What follows belongs to an exercise in optimizing a design on an open flow for small area and few clock cycles; a production flow would make more cautious choices. The RTL was checked by simulation tests, not by an equivalence proof against the original design. Power and IR drop assume default switching activity.

Design mulaw_dec, start of the top module:
module mulaw_dec (
    input  wire        clk,
    input  wire        rst,
    input  wire        bus_req,
    input  wire        bus_we,
    input  wire [7:0]  bus_addr,
    input  wire [1:0]  bus_size,
    input  wire [31:0] bus_wdata,
    output wire        bus_ack,
    output reg  [31:0] bus_rdata,
    output wire        bus_err,
    output wire        src_req_valid,
    input  wire        src_req_ready,
    output wire [32:0] src_req_pos,
    output wire [10:0] src_req_len,
    input  wire        src_ans_valid,
    input  wire [1:0]  src_ans_kind,
    input  wire [7:0]  src_ans_data,
    output wire        src_ans_ready,
    output wire        pcm_en,
    output wire        pcm_we,
    output wire [11:0] pcm_addr,
    output wire [15:0] pcm_wdata,
    input  wire [15:0] pcm_rdata
);
    localparam [1:0] ST_IDLE = 2'd0, ST_BUSY = 2'd1, ST_DONE = 2'd2, ST_ERROR = 2'd3;
    localparam [2:0] CE_OK = 3'd0, CE_BAD_OPCODE = 3'd1, CE_RESERVED_BITS = 3'd2,
                     CE_BAD_STATE = 3'd3, CE_INDEX_RANGE = 3'd4;
    localparam [1:0] DE_NONE = 2'd0, DE_CAPACITY = 2'd2;
    localparam [2:0] PH_RB0  = 3'd0,    
                     PH_RB1  = 3'd1,    
                     PH_REQ  = 3'd2,    
                     PH_RST  = 3'd4,    
                     PH_RST1 = 3'd5,    
                     PH_WAIT = 3'd6;    
    function [15:0] mulaw_expand(input [7:0] code);
        reg [7:0]  u;
        reg [15:0] x;
  ...
export LEC_CHECK = 0
export CAP_MARGIN = 20
export CORE_MARGIN = 2
export CORE_UTILIZATION = 55
export SLEW_MARGIN = 20
create_clock -name core_clock -period 10.0 [get_ports {clk}]
standard.sh (not shown) runs the stock make flow with config.mk's settings and CLKGATE_MAP_FILE= SYNTH_SCRIPT=/design/flow/synth_recipe.tcl, a recipe that flattens the netlist after the stock synthesis.
==> flow/flow/run.sh <==
#!/bin/bash
# The standard layout, with each port buffered by the smallest buffer cell,
# a clock tree without dummy loads, and downsizing of gates off the critical
# paths after global routing.
set -euo pipefail
bash standard.sh \
  "BUFFER_PORTS_ARGS=-buffer_cell sky130_fd_sc_hd__buf_1" \
  "CTS_ARGS=-sink_clustering_enable -repair_clock_nets -sink_clustering_size 30 -sink_clustering_max_diameter 100 -buf_list sky130_fd_sc_hd__clkbuf_8 -dont_use_dummy_load" \
  "RECOVER_POWER=100" \
  finish > standard_flow.log 2>&1
The first run finished but fails on max-capacitance violations, max-slew violations.
Testbench counts at the start, summed over its fixed seeds: cycles 198,978.
Edit:
==> flow/flow/run.sh (replaced) <==
#!/bin/bash
# The standard layout, with each port buffered by the smallest buffer cell and
# a clock tree of fewer, larger sink clusters without dummy loads.
set -euo pipefail
bash standard.sh \
  "BUFFER_PORTS_ARGS=-buffer_cell sky130_fd_sc_hd__buf_1" \
  "CTS_ARGS=-sink_clustering_enable -repair_clock_nets -sink_clustering_size 30 -sink_clustering_max_diameter 100 -buf_list sky130_fd_sc_hd__clkbuf_8 -dont_use_dummy_load" \
  finish > standard_flow.log 2>&1
--- a/flow/config.mk
+++ b/flow/config.mk
@@ -8,4 +8,4 @@
 export CAP_MARGIN = 20
 export CORE_MARGIN = 2
-export CORE_UTILIZATION = 55
+export CORE_UTILIZATION = 65
 export SLEW_MARGIN = 20
The new run finished clean.
Global-route usage went up by 5.9 points.
Setup slack gains 580 ps.
Non-clock buffer count went down by 1.
Edit:
==> flow/flow/run.sh (replaced) <==
#!/bin/bash
# The standard layout, with each port buffered by the smallest buffer cell and
# a clock tree of a few large sink clusters without dummy loads.
set -euo pipefail
bash standard.sh \
  "BUFFER_PORTS_ARGS=-buffer_cell sky130_fd_sc_hd__buf_1" \
  "CTS_ARGS=-sink_clustering_enable -repair_clock_nets -sink_clustering_size 40 -sink_clustering_max_diameter 300 -buf_list sky130_fd_sc_hd__clkbuf_16 -dont_use_dummy_load" \
  finish > standard_flow.log 2>&1
--- a/flow/config.mk
+++ b/flow/config.mk
@@ -8,4 +8,4 @@
 export CAP_MARGIN = 20
 export CORE_MARGIN = 2
-export CORE_UTILIZATION = 65
+export CORE_UTILIZATION = 55
 export SLEW_MARGIN = 20
The new run passed the timing, design-rule and antenna checks.
Core utilization is lower by 9.9 points.
Clock-buffer cell count does not change.
Design area increases by about 1.8%.
Fmax hardly moves.
Cell count grows by about 2.5%.
Setup slack stays flat.
Area after synthesis is unchanged.
Power climbs by 16%.
Global-route usage came out lower by 5.9 points.
Critical path depth does not change.
Via count goes down by 3.5%.
Edit:
==> flow/flow/run.sh (replaced) <==
#!/bin/bash
# The standard layout, with each port buffered by the smallest buffer cell and
# a clock tree of fewer, larger sink clusters without dummy loads.
set -euo pipefail
bash standard.sh \
  "BUFFER_PORTS_ARGS=-buffer_cell sky130_fd_sc_hd__buf_1" \
  "CTS_ARGS=-sink_clustering_enable -repair_clock_nets -sink_clustering_size 30 -sink_clustering_max_diameter 100 -buf_list sky130_fd_sc_hd__clkbuf_8 -dont_use_dummy_load" \
  finish > standard_flow.log 2>&1
Outcome: The changed run passed the timing, design-rule and antenna checks. Area after synthesis does not change. Cell count stays the same. Critical path depth is unchanged. Core utilization came out lower by 0.80 points. Routed wire length came out lower slightly. Via count came out lower slightly. Design area came out lower slightly. Non-clock buffer count stays the same. Worst setup slack improves by 10 ps. Worst hold slack barely changes.

==> afterwards: timing with drivers on the ports <==
How much do the figures lean on ideal ports? The routed layouts below were timed once more, with nothing changed but the port constraints.
Step 1, drivers: a clkbuf_16 drives clk and a buf_2 each remaining input, both assumed.
Step 2, shift: input delay + t, output delay - t, t = (earliest + latest rising clock arrival at the registers) / 2. This alone moves slack from input paths to output paths.
a / b / c = no drivers / after step 1 / after step 2; a / b = the first two.
run	t (ns)	setup WS [ns]	worst setup path at the end	slew at the worst register clock pin (ns)	pins driven straight from the clock port
the first run	0.394	2.111 / 2.072 / 2.143	input to output	0.09 / 0.09	1
the second run	0.383	2.694 / 2.666 / 2.666	input to output	0.08 / 0.08	1
the third run	0.379	2.693 / 2.668 / 2.668	input to output	0.06 / 0.06	1
the fourth run	0.392	2.703 / 2.678 / 2.678	input to output	0.09 / 0.09	1
The setup slack of the second run, which loses most, moves by -0.028 ns with the drivers and by -0.028 ns with both steps.
